Background: an optimization exercise with open tools, aiming at small area, a short achievable clock period and few clock cycles. Do not read the settings as production practice. The RTL was checked by simulation tests, not by an equivalence proof against the original design. No activity file was given, so power comes from the tool's default toggle rates.

JK:
// bps_engine
module bps_engine (
    input  wire        clk,
    input  wire        rst,           
    input  wire        host_we,
    input  wire [7:0]  host_addr,
    input  wire [63:0] host_wdata,
    output reg  [63:0] host_rdata,
    output wire        src_re,
    output wire [15:0] src_addr,
    input  wire [7:0]  src_rdata,
    output wire        patch_re,
    output wire [15:0] patch_addr,
    input  wire [7:0]  patch_rdata,
    output wire        out_re,
    output wire [15:0] out_raddr,
    input  wire [7:0]  out_rdata,
    output wire        out_we,
    output wire [15:0] out_waddr,
    output wire [7:0]  out_wdata
);
For scale: roughly 4100 cells after synthesis, roughly 490 flip-flops.
==> flow/config.mk <==
export PLATFORM = sky130hd
export DESIGN_NAME = bps_engine
export DESIGN_NICKNAME = bps_engine
export VERILOG_FILES = /design/flow/design.v
export SDC_FILE = /design/flow/constraint.sdc
export NUM_CORES = 4
export LEC_CHECK = 0
export CAP_MARGIN = 40
export CORE_MARGIN = 2
export CORE_UTILIZATION = 50
export SLEW_MARGIN = 40
==> flow/constraint.sdc <==
create_clock -name core_clock -period 15.0 [get_ports {clk}]
set_input_delay 3.0000 -clock core_clock [delete_from_list [all_inputs] [get_ports {clk}]]
set_output_delay 3.0000 -clock core_clock [all_outputs]
set_load 0.01 [all_outputs]
standard.sh (not shown) runs the stock make flow with config.mk's settings and CLKGATE_MAP_FILE= SYNTH_SCRIPT=/design/flow/synth_recipe.tcl, a recipe that flattens the netlist after the stock synthesis.
==> flow/flow/run.sh <==
#!/bin/bash
# Layout flow: the standard synthesis unchanged, then the standard layout with a
# setup repair margin of 7.5 ns (repair_timing works toward a slack of 7.5 ns at the design's
# 15 ns clock) and every port buffered with a buf_1 cell (repair may upsize them).
set -euo pipefail
bash standard.sh synth > synth.log 2>&1
bash standard.sh SETUP_SLACK_MARGIN=7.5 "BUFFER_PORTS_ARGS=-buffer_cell sky130_fd_sc_hd__buf_1" finish > layout.log 2>&1
JK | status: complete | timing, DRC, antenna: pass
Testbench counts of JK, summed over its fixed seeds: cycles 172,087.
Input-level comparison between MS and JK:
Settings: changing CORE_UTILIZATION from 50 to 60; changing SLEW_MARGIN from 40 to 20; changing CAP_MARGIN from 40 to 20.
--- a/flow/flow/run.sh
+++ b/flow/flow/run.sh
@@ -3 +3 @@
-# setup repair margin of 7.5 ns (repair_timing works toward a slack of 7.5 ns at the design's
+# setup repair margin of 7.5 ns (repair_timing works toward a slack of 7 ns at the design's
==> notes.md <==
- Taking MS as 1.0, JK lands at 1.10 on non-clock buffer count.
- No crash in MS: every stage finished, but the layout fails its final checks due to capacitance limit, slew limit.
- Across both runs, post-route clock skew was lower for MS than for JK.
- On final period utilization, MS and JK are neck and neck.
- Taking JK as the reference, in MS final standard cell area without fillers lower; share of total power in sequential cells lower; worst setup slack after layout lower; setup slack at placement lower; routed length on met3 higher.
- Proportion of layout cells with a drive suffix above 1 down 1.5 points in MS wrt JK
- A launching element of the worst setup path of host_addr[1] is what MS shows, while host_addr[2] belongs to JK.
> inputs changed (MS -> AL)
Settings: changing CORE_UTILIZATION from 60 to 50; setting CTS_BUF_LIST to sky130_fd_sc_hd__clkbuf_8 for the first time; setting CTS_CLUSTER_SIZE to 30 for the first time.
--- a/flow/flow/run.sh
+++ b/flow/flow/run.sh
@@ -3 +3 @@
-# setup repair margin of 7.5 ns (repair_timing works toward a slack of 7 ns at the design's
+# setup repair margin of 7.5 ns (repair_timing works toward a slack of 7.5 ns at the design's
Notes after the runs:
AL: PASS, flow complete, no timing, DRC or antenna violations
Via count on AL is ahead of MS.
AL vs MS on switching power: AL is the higher one.
Per the comparison of AL with MS, routed wire length shows a reduction of about 1.8%; final instance area now sits higher; wire length the detailed router placed on met1 up about 12%; number of clock-tree buffers in the layout shows an increase of 22; global-route track usage on met1 dropped 6.8 points.
Higher register-to-register slack goes to AL over MS.
Per the comparison of AL with MS, layout cell share with drive strength beyond 1 grew by 1.4 points, sequential cell count closely matched the old numbers.

* * *

bps_engine, a different RTL version from the one above (not shown whole).
Size: about 3700 cells after synthesis.
## bps_engine
module bps_engine (
    input  wire        clk,
    input  wire        rst,           
    input  wire        host_we,
    input  wire [7:0]  host_addr,
    input  wire [63:0] host_wdata,
    output reg  [63:0] host_rdata,
    output wire        src_re,
    output wire [15:0] src_addr,
    input  wire [7:0]  src_rdata,
    output wire        patch_re,
    output wire [15:0] patch_addr,
    input  wire [7:0]  patch_rdata,
    output wire        out_re,
    output wire [15:0] out_raddr,
    input  wire [7:0]  out_rdata,
    output wire        out_we,
    output wire [15:0] out_waddr,
    output wire [7:0]  out_wdata
);
    localparam [2:0] E_FORMAT      = 3'd1;
    localparam [2:0] E_INTEGRITY   = 3'd2;
    localparam [2:0] E_BOUNDS      = 3'd3;
    localparam [2:0] E_CONSISTENCY = 3'd5;
    localparam [2:0] E_OVERFLOW    = 3'd6;
    localparam [2:0] E_CAPACITY    = 3'd7;
    localparam [3:0] S_MAG0  = 4'd0;    
    localparam [3:0] S_MAG   = 4'd1;    
    localparam [3:0] S_VAR   = 4'd2;    
    localparam [3:0] S_SCHK  = 4'd3;    
    localparam [3:0] S_TCHK  = 4'd4;    
    localparam [3:0] S_MCHK  = 4'd5;    
    localparam [3:0] S_FOOT0 = 4'd6;    
    localparam [3:0] S_FOOT  = 4'd7;    
    localparam [3:0] S_JMP   = 4'd8;    
    localparam [3:0] S_ICHK  = 4'd9;    
    localparam [3:0] S_ICHK2 = 4'd13;   
    localparam [3:0] S_MCHK2 = 4'd14;   
    localparam [3:0] S_SFILL = 4'd15;   
    localparam [3:0] S_COPY  = 4'd10;   
    localparam [3:0] S_TRCP  = 4'd11;   
    localparam [3:0] S_WAIT  = 4'd12;   
    localparam [2:0] V_SRC  = 3'd0;
    localparam [2:0] V_TGT  = 3'd1;
    localparam [2:0] V_META = 3'd2;
  ...
export LEC_CHECK = 0
export CAP_MARGIN = 30
export CORE_MARGIN = 2
export CORE_UTILIZATION = 50
export CTS_BUF_LIST = sky130_fd_sc_hd__clkbuf_16
export CTS_CLUSTER_DIAMETER = 150
export CTS_CLUSTER_SIZE = 20
export SLEW_MARGIN = 30
create_clock -name core_clock -period 15.0 [get_ports {clk}]
==> flow/flow/run.sh <==
#!/bin/bash
# Layout flow: the standard synthesis unchanged, then the standard layout with a
# setup repair margin of 7.5 ns (repair_timing works toward a slack of 7.5 ns at the design's
# 15 ns clock) and every port buffered with a buf_1 cell (repair may upsize them).
set -euo pipefail
bash standard.sh synth > synth.log 2>&1
bash standard.sh SETUP_SLACK_MARGIN=7.5 "BUFFER_PORTS_ARGS=-buffer_cell sky130_fd_sc_hd__buf_1" finish > layout.log 2>&1
The starting point finished clean.
Testbench counts at the start, summed over its fixed seeds: cycles 172,364.
Then changed:
Settings changed: CORE_UTILIZATION 50 to 60.
After rerunning:
- design area went down by 1.0%
- count of clock-buffer cells in the layout stays the same
- maximum frequency is higher by 1.9%
- cell count went down by about 2.8%

## afterwards: timing with drivers on the ports
In the flow no input, the clock included, has a driving cell. The finished layouts below were timed again as built, in two steps. Step 1 (the two cells are an assumption about what drives the block):
set clk [get_ports {clk}]
set_driving_cell -lib_cell sky130_fd_sc_hd__clkbuf_16 $clk
set_driving_cell -lib_cell sky130_fd_sc_hd__buf_2 [delete_from_list [all_inputs] $clk]
Step 2, shift: input delay + t, output delay - t, t = (earliest + latest rising clock arrival at the registers) / 2. This alone moves slack from input paths to output paths. a / b / c = no drivers / after step 1 / after step 2; a / b = the first two.
run	t, ns	setup WS [ns]	hold slack, ns	worst setup path after step 2	worst slew at a driven data input, ns
JK	0.718	7.407 / 7.323 / 7.239	0.460 / 0.460 / 0.460	input to register	0.12
MS	0.712	7.397 / 7.292 / 6.974	0.448 / 0.448 / 0.448	input to register	0.11
AL	0.790	7.459 / 7.351 / 7.188	0.453 / 0.453 / 0.453	input to register	0.12
the first run of note 2	0.704	7.396 / 7.331 / 7.331	0.430 / 0.430 / 0.430	input to output	0.10
the second run of note 2	0.699	7.534 / 7.425 / 7.425	0.427 / 0.427 / 0.427	input to output	0.11
The setup slack of MS, which loses most, moves by -0.105 ns with the drivers and by -0.423 ns with both steps.
